What follows belongs to an exercise in optimizing a design on an open flow for small area, a short achievable clock period and few clock cycles per item; a production flow would make more cautious choices. RTL that was checked went through simulation tests only; none was proved equivalent to the original. Power is estimated from default activity; no workload was simulated.

// tone_divisor_search
module tone_divisor_search (
    input  wire        clk,
    input  wire        rst,       
    input  wire        start,
    input  wire [31:0] hz,        
    output wire        ready,
    output reg         done,
    output wire [7:0]  div,       
    output wire [15:0] cmp,       
    output wire [33:0] err        
);
    localparam [25:0] N = 26'd42000000;
    localparam [1:0] P_DIV = 2'd0, P_RND = 2'd1, P_NEG = 2'd2, P_SHF = 2'd3;
    reg        busy;
    reg        uq;        
    reg        cq;        
    reg        tq;        
    reg        nq;        
    reg [1:0]  ph;
    reg        bigq;      
    reg [4:0]  cnt;       
    reg        nb;        
    reg [31:0] hzr;
    reg [26:0] R;         
    reg [15:0] X;         
    reg [1:0]  K;         
    assign ready = ~busy;
    assign div   = {K == 2'd3, 1'b0, K == 2'd2, 1'b0, K == 2'd1, 1'b0, K == 2'd0, 1'b0};
    assign cmp   = X;
    assign err   = {hzr[31:25], R[26:1], 1'b0};
    wire acc = start & ~busy;
    wire t10 = |hz[31:10];
    wire t11 = |hz[31:11];
    wire t12 = |hz[31:12];
    wire t13 = |hz[31:13];
    wire t14 = |hz[31:14];
    wire t15 = |hz[31:15];
    wire t16 = |hz[31:16];
    wire t18 = |hz[31:18];
    wire p10 = t10 & ~t11;
    wire p11 = t11 & ~t12;
    wire p12 = t12 & ~t13;
    wire p13 = t13 & ~t14;
    wire p14 = t14 & ~t15;
    wire p15 = t15 & ~t16;
    wire s8  = t18;
    wire s10 = p15 & hz[14];
    wire s11 = (p15 & ~hz[14]) | (p14 & hz[13]) | (t16 & ~t18);
    wire s12 = (p14 & ~hz[13]) | (p13 & hz[12]);
    wire s13 = (p13 & ~hz[12]) | (p12 & hz[11]);
    wire s14 = (p12 & ~hz[11]) | (p11 & hz[10]);
    wire s15 = p11 & ~hz[10];
    wire s16 = p10;
    wire s22 = ~t10;
    wire [26:0] r_in = ({27{s8}}  & (N >> 8))  | ({27{s10}} & (N >> 10)) |
                       ({27{s11}} & (N >> 11)) | ({27{s12}} & (N >> 12)) |
                       ({27{s13}} & (N >> 13)) | ({27{s14}} & (N >> 14)) |
                       ({27{s15}} & (N >> 15)) | ({27{s16}} & (N >> 16)) |
                       ({27{s22}} & (N >> 22));
    wire [4:0]  c_in = ({5{s8}}  & 5'd7)  | ({5{s10}} & 5'd9)  | ({5{s11}} & 5'd10) |
                       ({5{s12}} & 5'd11) | ({5{s13}} & 5'd12) | ({5{s14}} & 5'd13) |
                       ({5{s15}} & 5'd14) | ({5{s16}} & 5'd15) | ({5{s22}} & 5'd21);   
  ...
==> module tone_divisor_search, before the edit <==
module tone_divisor_search (
    input  wire        clk,
    input  wire        rst,       
    input  wire        start,
    input  wire [31:0] hz,        
    output wire        ready,
    output reg         done,
    output wire [7:0]  div,       
    output wire [15:0] cmp,       
    output wire [33:0] err        
);
    localparam [25:0] N = 26'd42000000;
    localparam [1:0] P_DIV = 2'd0, P_RND = 2'd1, P_NEG = 2'd2, P_SHF = 2'd3;
    reg        busy;
    reg        uq;        
    reg        cq;        
    reg        tq;        
    reg        nq;        
    reg [1:0]  ph;
    reg        bigq;      
    reg [4:0]  cnt;       
    reg        nb;        
    reg [31:0] hzr;
    reg [26:0] R;         
    reg [15:0] X;         
    reg [1:0]  K;         
    assign ready = ~busy;
    assign div   = {K == 2'd3, 1'b0, K == 2'd2, 1'b0, K == 2'd1, 1'b0, K == 2'd0, 1'b0};
    assign cmp   = X;
    assign err   = {hzr[31:25], R[26:1], 1'b0};
    wire acc = start & ~busy;
    wire t10 = |hz[31:10];
    wire t11 = |hz[31:11];
    wire t12 = |hz[31:12];
    wire t13 = |hz[31:13];
    wire t14 = |hz[31:14];
    wire t15 = |hz[31:15];
    wire t16 = |hz[31:16];
    wire t18 = |hz[31:18];
    wire p10 = t10 & ~t11;
    wire p11 = t11 & ~t12;
    wire p12 = t12 & ~t13;
    wire p13 = t13 & ~t14;
    wire p14 = t14 & ~t15;
    wire p15 = t15 & ~t16;
    wire s8  = t18;
    wire s10 = p15 & hz[14];
    wire s11 = (p15 & ~hz[14]) | (p14 & hz[13]) | (t16 & ~t18);
    wire s12 = (p14 & ~hz[13]) | (p13 & hz[12]);
    wire s13 = (p13 & ~hz[12]) | (p12 & hz[11]);
    wire s14 = (p12 & ~hz[11]) | (p11 & hz[10]);
    wire s15 = p11 & ~hz[10];
    wire s16 = p10;
    wire s22 = ~t10;
    wire [26:0] r_in = ({27{s8}}  & (N >> 8))  | ({27{s10}} & (N >> 10)) |
                       ({27{s11}} & (N >> 11)) | ({27{s12}} & (N >> 12)) |
                       ({27{s13}} & (N >> 13)) | ({27{s14}} & (N >> 14)) |
                       ({27{s15}} & (N >> 15)) | ({27{s16}} & (N >> 16)) |
                       ({27{s22}} & (N >> 22));
    wire [4:0]  c_in = ({5{s8}}  & 5'd7)  | ({5{s10}} & 5'd9)  | ({5{s11}} & 5'd10) |
                       ({5{s12}} & 5'd11) | ({5{s13}} & 5'd12) | ({5{s14}} & 5'd13) |
                       ({5{s15}} & 5'd14) | ({5{s16}} & 5'd15) | ({5{s22}} & 5'd21);   
    wire        n_in = |({s8, s10, s11, s12, s13, s14, s15, s16, s22} &
                         {N[7], N[9], N[10], N[11], N[12], N[13], N[14], N[15], N[21]});
    wire ge641 = (hzr >= 32'd641);
    wire ge161 = (hzr >= 32'd161);
    wire ge41  = (hzr >= 32'd41);
    wire [1:0] k   = {~ge161, (~ge641 & ge161) | ~ge41};
    wire       lo25 = (hzr[31:25] == 7'd0);
    wire [6:0] hm1  = hzr[31:25] - 7'd1;
    wire        tiny   = (hzr[31:4] == 28'd0) && (hzr[3:0] <= 4'd10);
    wire [3:0]  t_hi   = 4'd10 - hzr[3:0];
    wire [9:0]  t_lo   = 10'd890 + {6'd0, hzr[3:0]};
    wire [26:0] r_tiny = {t_hi, 6'd0, t_lo, 7'd0};
    wire        dv    = busy & (ph == P_DIV);
    wire        rn    = busy & (ph == P_RND);
    wire        ng    = busy & (ph == P_NEG);
    wire        sh    = busy & (ph == P_SHF);
    wire        x0    = (X == 16'd0);
    wire        bstop = dv & (cnt == 5'd1) & x0 & ~cy;    
    wire [25:0] A     = uq ? {1'b0, R[24:0]} : {R[24:0], nb};
    wire [26:0] S2    = {1'b0, A[24:0], 1'b1} + {1'b0, ~hzr[24:0], cq};
    wire [24:0] S     = S2[25:1];
    wire        c25   = S2[26];
    wire        cy    = (c25 | A[25]) & lo25 & ~tiny;   
    wire        take  = nq | (tq & cy);
    wire        tdv   = dv & tiny;
    wire [24:0] r_lo  = take ? (S ^ {25{nq}}) : acc ? r_in[24:0] :
                        tdv ? r_tiny[24:0] : A[24:0];
    wire [6:0]  hi7   = c25 ? hm1 : hzr[31:25];
    wire [1:0]  r_hi  = (sh | (rn & ~cy)) ? R[25:24] :
                        tdv ? r_tiny[26:25] :
                        busy ? 2'd0 : acc ? r_in[26:25] : R[26:25];
    wire [15:0] x_inc = X + 16'd1;
    wire        x_up  = (rn & cy) | (ng & bigq);
    wire last = (cnt == {2'd0, k, 1'b0});
    wire [1:0] ph_nx = {busy & (ph[1] | ph[0] | bstop),
                        busy & ((dv & last) | (rn & ~cy) | ng | sh)};
    wire fin = tdv | (rn & ~cy & (k == 2'd0)) | (ng & (k == 2'd0) & ~bigq) |
               (sh & (cnt == 5'd0));
    wire busy_nx = ~rst & (busy ? ~fin : acc);
    wire done_nx = ~rst & busy & fin;
    wire bigq_nx = busy & (bigq | bstop);
    always @(posedge clk) begin
        busy <= busy_nx;
        done <= done_nx;
        uq   <= ~busy_nx | (ph_nx == P_NEG);
        cq   <= busy_nx & ((ph_nx == P_DIV) | ((ph_nx == P_NEG) & ~bigq_nx));
        tq   <= busy_nx & ((ph_nx == P_DIV) | (ph_nx == P_RND));
        nq   <= busy_nx & (ph_nx == P_NEG);
    end
    always @(posedge clk) begin
        ph <= ph_nx;
        if (!busy) begin
            cnt  <= c_in;
            nb   <= n_in;
        end else begin
            if (dv)
                K <= k;
            nb <= dv & ~last & N[cnt - 5'd1];
            if (bstop)
                cnt <= 5'd1;
            else if (dv || sh)
                cnt <= cnt - 5'd1;
        end
        bigq <= bigq_nx;
        R <= {r_hi, r_lo};
        if (acc)
            hzr <= hz;
        else if (ng && bigq)
            hzr[31:25] <= hi7;
        if (acc)
            X <= 16'd0;
        else if (tdv)
            X <= 16'hFFFF;
        else if (dv)
            X <= {X[14:0], cy | (cnt == 5'd1 && x0)};
        else if (x_up)
            X <= x_inc;
    end
endmodule
clock: 10.0 ns
lec_check: 0
cap_margin: 20
core_margin: 2
core_utilization: 40
place_density: 0.6
slew_margin: 20
tns_end_percent: 0
standard.sh (not shown) runs the stock make flow with config.mk's settings and CLKGATE_MAP_FILE= SYNTH_SCRIPT=/design/flow/synth_recipe.tcl, a recipe that flattens the netlist after the stock synthesis.
==> flow/flow/run.sh <==
#!/bin/bash
# Standard ORFS layout (the standard.sh), with a larger setup-slack
# target for timing repair and buf_2 cells as the port buffers.
set -euo pipefail
export SETUP_SLACK_MARGIN=6.5
export BUFFER_PORTS_ARGS="-buffer_cell sky130_fd_sc_hd__buf_2"
bash standard.sh > standard.log 2>&1
Then changed:
--- a/flow/design.v
+++ b/flow/design.v
@@ -30,38 +30,27 @@
     assign err   = {hzr[31:25], R[26:1], 1'b0};
     wire acc = start & ~busy;
     wire t10 = |hz[31:10];
-    wire t11 = |hz[31:11];
     wire t12 = |hz[31:12];
     wire t13 = |hz[31:13];
     wire t14 = |hz[31:14];
     wire t15 = |hz[31:15];
-    wire t16 = |hz[31:16];
     wire t18 = |hz[31:18];
-    wire p10 = t10 & ~t11;
-    wire p11 = t11 & ~t12;
-    wire p12 = t12 & ~t13;
-    wire p13 = t13 & ~t14;
-    wire p14 = t14 & ~t15;
-    wire p15 = t15 & ~t16;
     wire s8  = t18;
-    wire s10 = p15 & hz[14];
-    wire s11 = (p15 & ~hz[14]) | (p14 & hz[13]) | (t16 & ~t18);
-    wire s12 = (p14 & ~hz[13]) | (p13 & hz[12]);
-    wire s13 = (p13 & ~hz[12]) | (p12 & hz[11]);
-    wire s14 = (p12 & ~hz[11]) | (p11 & hz[10]);
-    wire s15 = p11 & ~hz[10];
-    wire s16 = p10;
+    wire s11 = t15 & ~t18;
+    wire s12 = t14 & ~t15;
+    wire s13 = t13 & ~t14;
+    wire s14 = t12 & ~t13;
+    wire s16 = t10 & ~t12;
     wire s22 = ~t10;
-    wire [26:0] r_in = ({27{s8}}  & (N >> 8))  | ({27{s10}} & (N >> 10)) |
-                       ({27{s11}} & (N >> 11)) | ({27{s12}} & (N >> 12)) |
-                       ({27{s13}} & (N >> 13)) | ({27{s14}} & (N >> 14)) |
-                       ({27{s15}} & (N >> 15)) | ({27{s16}} & (N >> 16)) |
+    wire [26:0] r_in = ({27{s8}}  & (N >> 8))  | ({27{s11}} & (N >> 11)) |
+                       ({27{s12}} & (N >> 12)) | ({27{s13}} & (N >> 13)) |
+                       ({27{s14}} & (N >> 14)) | ({27{s16}} & (N >> 16)) |
                        ({27{s22}} & (N >> 22));
-    wire [4:0]  c_in = ({5{s8}}  & 5'd7)  | ({5{s10}} & 5'd9)  | ({5{s11}} & 5'd10) |
-                       ({5{s12}} & 5'd11) | ({5{s13}} & 5'd12) | ({5{s14}} & 5'd13) |
-                       ({5{s15}} & 5'd14) | ({5{s16}} & 5'd15) | ({5{s22}} & 5'd21);   
-    wire        n_in = |({s8, s10, s11, s12, s13, s14, s15, s16, s22} &
-                         {N[7], N[9], N[10], N[11], N[12], N[13], N[14], N[15], N[21]});
+    wire [4:0]  c_in = ({5{s8}}  & 5'd7)  | ({5{s11}} & 5'd10) | ({5{s12}} & 5'd11) |
+                       ({5{s13}} & 5'd12) | ({5{s14}} & 5'd13) | ({5{s16}} & 5'd15) |
+                       ({5{s22}} & 5'd21);    
+    wire        n_in = |({s8, s11, s12, s13, s14, s16, s22} &
+                         {N[7], N[10], N[11], N[12], N[13], N[15], N[21]});
     wire ge641 = (hzr >= 32'd641);
     wire ge161 = (hzr >= 32'd161);
     wire ge41  = (hzr >= 32'd41);
What happened: Critical path depth came out higher by 2; total power came out higher by 5.8%; setup slack improves by 390 ps; sequential share of layout area came out lower by 0.66 points; die area came out lower by 0.81%; core utilization came out higher by 1.3 points; wire length came out lower by 3.0%; global-route usage came out lower by 0.71 points; combinational power came out higher by about 4%; cell area came out higher by 2.5%.
Testbench counts after the change, summed over its fixed seeds: cycles 19,890, items 1,280.
For the first run of this note, only the layout was checked, not whether the RTL still works.

what the ideal ports hide:
Ports are ideal in the flow. The routed layouts listed here were re-timed in OpenROAD. Step 1, drivers: a clkbuf_16 drives clk and a buf_2 each remaining input, both assumed. Step 2 adds t to the input delays and takes it off the output delays; t is the mean of the earliest and latest rising clock arrival at the registers after step 1. Input paths then give back, and output paths get back, about the clock's delay inside the block. a / b / c = ideal ports / drivers / drivers and shift; a / b = the first two.
run	shift t [ns]	setup WS [ns]	hold WS [ns]
the first run	0.392	6.197 / 6.209 / 5.828	0.520 / 0.520 / 0.520
the second run	0.392	6.582 / 6.582 / 6.239	0.474 / 0.474 / 0.474
After both steps every run listed still meets setup and hold. The setup slack of the first run, which loses most, moves by +0.012 ns with the drivers and by -0.369 ns with both steps.
